From an optimization exercise on the open Yosys and OpenROAD flow, aimed at small area, a short achievable clock period and few clock cycles; shortcuts taken in it are not production practice.
Power figures rest on the tool's default switching activity, not on a simulated workload.

==> flow/design.v <==
module xbee_rx #(
    parameter RX_CAP = 128            
) (
    input  wire       clk,
    input  wire       rst,            
    input  wire       api_mode,       
    input  wire       in_valid,
    output wire       in_ready,
    input  wire [7:0] in_data,
    output wire       out_valid,
    input  wire       out_ready,
    output wire [7:0] out_data,
    output wire       out_last,
    output wire       out_fault,      
    output wire       out_chk_err     
);
    localparam [1:0] P_WAIT = 2'd0, P_HI = 2'd1, P_LO = 2'd2, P_BODY = 2'd3;
    localparam [2:0] R_IDLE = 3'd0, R_HDR = 3'd1, R_H1 = 3'd2, R_H2 = 3'd3,
                     R_BODY = 3'd4;
    reg        rdy;
    reg        bv;                    
    reg  [7:0] b;
    reg        e7, d7;                
    reg        bes;                   
    reg        p7d;                   
    reg        mode;                  
    reg        rr;                    
    wire take = in_valid & rdy;
    always @(posedge clk) begin
        b    <= in_data;
        e7   <= (in_data == 8'h7E);
        d7   <= (in_data == 8'h7D);
        mode <= api_mode;
        rr   <= rst;
        if (rst) begin
            bv  <= 1'b0;
            p7d <= 1'b0;
        end else begin
            bv <= take;
            if (take) begin
                bes <= p7d;
                p7d <= mode & (in_data == 8'h7D);
            end
        end
    end
    reg  [1:0] ph;
    reg        hz;                    
    reg        dl;                    
    reg  [6:0] rc;                    
    reg  [7:0] sum;
    reg  [6:0] len;
    reg  [7:0] wp;                    
    reg  [7:0] fb;                    
    reg        pend;                  
    reg        ce;                    
    reg  [7:0] wlo;                   
    reg  [15:0] whi;                  
    reg  [7:0] wd;
    reg        cmu;                   
    reg  [7:0] mem [0:RX_CAP-1];
    reg  [7:0] cm;                    
    reg  [7:0] ra;                    
    wire [7:0] v     = b ^ {2'b00, bes, 5'b00000};
    wire       start = bv & e7 & ((ph == P_WAIT) | (mode & ~bes));
    wire       escm  = bv & mode & d7;
    wire       data  = bv & ~start & ~escm;
    wire       rz    = (rc == 7'd0);
    wire       lo_ok = hz & (v != 8'd0) & (v <= 8'd124);
    wire       s_hi   = data & (ph == P_HI);
    wire       s_lo   = data & (ph == P_LO);
    wire       s_body = data & (ph == P_BODY);
    wire       s_done = s_body & rz & dl;
    wire       s_flt  = s_body & rz & ~dl;
    wire       s_dat  = s_body & ~rz;
    always @(posedge clk) begin
        if (rr) begin
            ph   <= P_WAIT;
            wp   <= 8'd0;
            fb   <= 8'd0;
            pend <= 1'b0;
            wlo  <= 8'd0;
            cmu  <= 1'b0;
            cm   <= 8'd0;
        end else begin
            if (start)
                ph <= P_HI;
            else if (s_hi)
                ph <= P_LO;
            else if (s_lo)
                ph <= P_BODY;
            else if (s_done | s_flt)
                ph <= P_WAIT;
            if (s_hi)
                hz <= (v == 8'd0);
            if (s_lo) begin
                dl  <= lo_ok;
                len <= v[6:0];
                rc  <= lo_ok ? v[6:0] : 7'd125;
            end else if (s_dat) begin
                rc <= rc - 7'd1;
            end
            if (start)
                sum <= 8'd0;
            else if (s_dat)
                sum <= sum + v;
            if (s_done)
                ce <= ((v ^ sum) != 8'hFF);
            pend <= s_done;
            if (pend)
                fb <= wp;
            else if (s_flt)
                fb <= wp + 8'd1;
            if (pend)
                wp <= wp;
            else if (start)
                wp <= fb;
            else if ((s_lo & lo_ok) | (s_dat & dl) | s_done | s_flt)
                wp <= wp + 8'd1;
            wlo <= (pend | (s_dat & dl) | s_done | s_flt) ?
                   (8'd1 << (pend ? fb[2:0] : wp[2:0])) : 8'd0;
            cmu <= pend | s_flt;
            if (pend) begin
                whi <= 16'd1 << fb[6:3];
                wd <= {ce, len};
            end else begin
                whi <= 16'd1 << wp[6:3];
                wd <= s_flt ? 8'd0 : v;
            end
            if (cmu)
                cm <= fb;
        end
    end
    always @(posedge clk) begin
        if (rst | rr)
            rdy <= 1'b1;
        else
            rdy <= ((wp - ra) <= 8'd125);
    end
    integer wr, wc;
    always @(posedge clk) begin
        for (wr = 0; wr < 16; wr = wr + 1)
            for (wc = 0; wc < 8; wc = wc + 1)
                if (whi[wr] & wlo[wc])
                    mem[wr*8 + wc] <= wd;
    end
    reg  [2:0] rs;
    reg  [6:0] oc;                    
    reg        rchk;
    reg  [7:0] rq;
    reg  [4:0] ga;
    reg  [7:0] g [0:3];
    reg        avq;                   
    reg        ov, olast, ofault, ochk;
    reg  [7:0] od;
    wire [31:0] gsel1 = 32'd1 << ga;
    reg  [7:0]  s1 [0:3];
    integer qi, wi;
    always @(*) begin
        for (qi = 0; qi < 4; qi = qi + 1) begin
            s1[qi] = 8'd0;
            for (wi = 0; wi < 32; wi = wi + 1)
                s1[qi] = s1[qi] | (mem[qi*32 + wi] & {8{gsel1[wi]}});
        end
    end
    wire [7:0] gq    = g[ra[6:5]];
    wire       avail = (ra != cm);
    wire       oload = ~ov | out_ready;
    wire       ocz   = (oc == 7'd0);
    wire       hflt  = (rq == 8'd0);      
    wire       adv   = ((rs == R_IDLE) & avq) |
                       (((rs == R_H2) | ((rs == R_BODY) & ~ocz)) & oload);
    wire       gload = (rs == R_IDLE) | (rs == R_HDR) | adv;
    always @(posedge clk) begin
        if (gload) begin
            g[0] <= s1[0];
            g[1] <= s1[1];
            g[2] <= s1[2];
            g[3] <= s1[3];
        end
        if (adv)
            rq <= gq;
    end
    always @(posedge clk) begin
        if (rst | rr) begin
            ov <= 1'b0;
        end else if (rs != R_IDLE) begin
            if (oload)
                ov <= 1'b1;
        end else if (oload) begin
            ov <= 1'b0;
        end
        if (rr) begin
            rs  <= R_IDLE;
            ra  <= 8'd0;
            ga  <= 5'd0;
            avq <= 1'b0;
        end else begin
            avq <= (rs == R_IDLE) & avail & ~avq;
            if (adv) begin
                ra <= ra + 8'd1;
                ga <= ga + 5'd1;
            end
            if (rs == R_IDLE) begin
                if (avq)
                    rs <= R_HDR;
            end else if (oload) begin
                ofault <= 1'b0;
                olast  <= 1'b0;
                case (rs)
                    R_HDR: begin
                        od   <= 8'h7E;
                        oc   <= rq[6:0];
                        rchk <= rq[7];
                        ochk <= rq[7];
                        if (hflt) begin
                            ofault <= 1'b1;
                            olast  <= 1'b1;
                            rs     <= R_IDLE;
                        end else begin
                            ga <= ga + 5'd1;
                            rs <= R_H1;
                        end
                    end
                    R_H1: begin
                        od <= 8'h00;
                        rs <= R_H2;
                    end
                    R_H2: begin
                        od <= {1'b0, oc};
                        rs <= R_BODY;
                    end
                    default: begin
                        od <= rq;
                        oc <= oc - 7'd1;
                        if (ocz) begin
                            olast <= 1'b1;
                            ga    <= ra[4:0];
                            rs    <= R_IDLE;
                        end
                    end
                endcase
            end
        end
    end
    assign in_ready    = rdy;
    assign out_valid   = ov;
    assign out_data    = od;
    assign out_last    = olast;
    assign out_fault   = ofault;
    assign out_chk_err = ochk;
endmodule
export LEC_CHECK = 0
export CAP_MARGIN = 20
export CORE_MARGIN = 2
export CORE_UTILIZATION = 40
export SETUP_SLACK_MARGIN = 3.4
export SLEW_MARGIN = 20
create_clock -name core_clock -period 6.0 [get_ports {clk}]
run.sh (not shown) runs the stock make flow with config.mk's settings and CLKGATE_MAP_FILE= SYNTH_SCRIPT=/design/flow/synth_recipe.tcl, a recipe that flattens the netlist after the stock synthesis.
Next try:
--- a/flow/design.v
+++ b/flow/design.v
@@ -54,6 +54,6 @@
     reg        pend;                  
     reg        ce;                    
-    reg  [7:0] wlo;                   
-    reg  [15:0] whi;                  
+    reg        we;
+    reg  [6:0] wa;
     reg  [7:0] wd;
     reg        cmu;                   
@@ -79,5 +79,5 @@
             fb   <= 8'd0;
             pend <= 1'b0;
-            wlo  <= 8'd0;
+            we   <= 1'b0;
             cmu  <= 1'b0;
             cm   <= 8'd0;
@@ -117,12 +117,11 @@
             else if ((s_lo & lo_ok) | (s_dat & dl) | s_done | s_flt)
                 wp <= wp + 8'd1;
-            wlo <= (pend | (s_dat & dl) | s_done | s_flt) ?
-                   (8'd1 << (pend ? fb[2:0] : wp[2:0])) : 8'd0;
+            we  <= pend | (s_dat & dl) | s_done | s_flt;
             cmu <= pend | s_flt;
             if (pend) begin
-                whi <= 16'd1 << fb[6:3];
+                wa <= fb[6:0];
                 wd <= {ce, len};
             end else begin
-                whi <= 16'd1 << wp[6:3];
+                wa <= wp[6:0];
                 wd <= s_flt ? 8'd0 : v;
             end
@@ -137,10 +136,7 @@
             rdy <= ((wp - ra) <= 8'd125);
     end
-    integer wr, wc;
-    always @(posedge clk) begin
-        for (wr = 0; wr < 16; wr = wr + 1)
-            for (wc = 0; wc < 8; wc = wc + 1)
-                if (whi[wr] & wlo[wc])
-                    mem[wr*8 + wc] <= wd;
+    always @(posedge clk) begin
+        if (we)
+            mem[wa] <= wd;
     end
     reg  [2:0] rs;
The changed run ran to the end with no violations.
Power drops by a few percent.
Final area rose by a few percent.
Non-clock buffer count goes up by 124.
Combinational power came out higher by a few percent.
Via count came out higher by a few percent.
Area after synthesis fell slightly.
No run of this note included a check of the RTL's function; only the layout flow was run.

-- static timing again, ports no longer ideal --
The results above use ideal ports. As a check the final layouts listed here were re-extracted and re-timed, cells and wires unchanged. Step 1 (the two cells are an assumption about what drives the block):
set clk [get_ports {clk}]
set_driving_cell -lib_cell sky130_fd_sc_hd__clkbuf_16 $clk
set_driving_cell -lib_cell sky130_fd_sc_hd__buf_2 [delete_from_list [all_inputs] $clk]
Step 2, shift: input delay + t, output delay - t, t = (earliest + latest rising clock arrival at the registers) / 2. This alone moves slack from input paths to output paths. Three values: ideal, step 1, step 2; two values: the first two.
| run | t (ns) | setup slack, ns | clock arrival spread, ns | pins driven straight from the clock port |
|---|---|---|---|---|
| the first run | 0.776 | 3.169 / 3.169 / 2.762 | 0.040 / 0.040 | 1 |
| the second run | 0.779 | 2.996 / 2.996 / 2.759 | 0.066 / 0.066 | 1 |
After both steps every run listed still meets setup and hold. The setup slack of the first run, which loses most, moves by 0.000 ns with the drivers and by -0.407 ns with both steps.
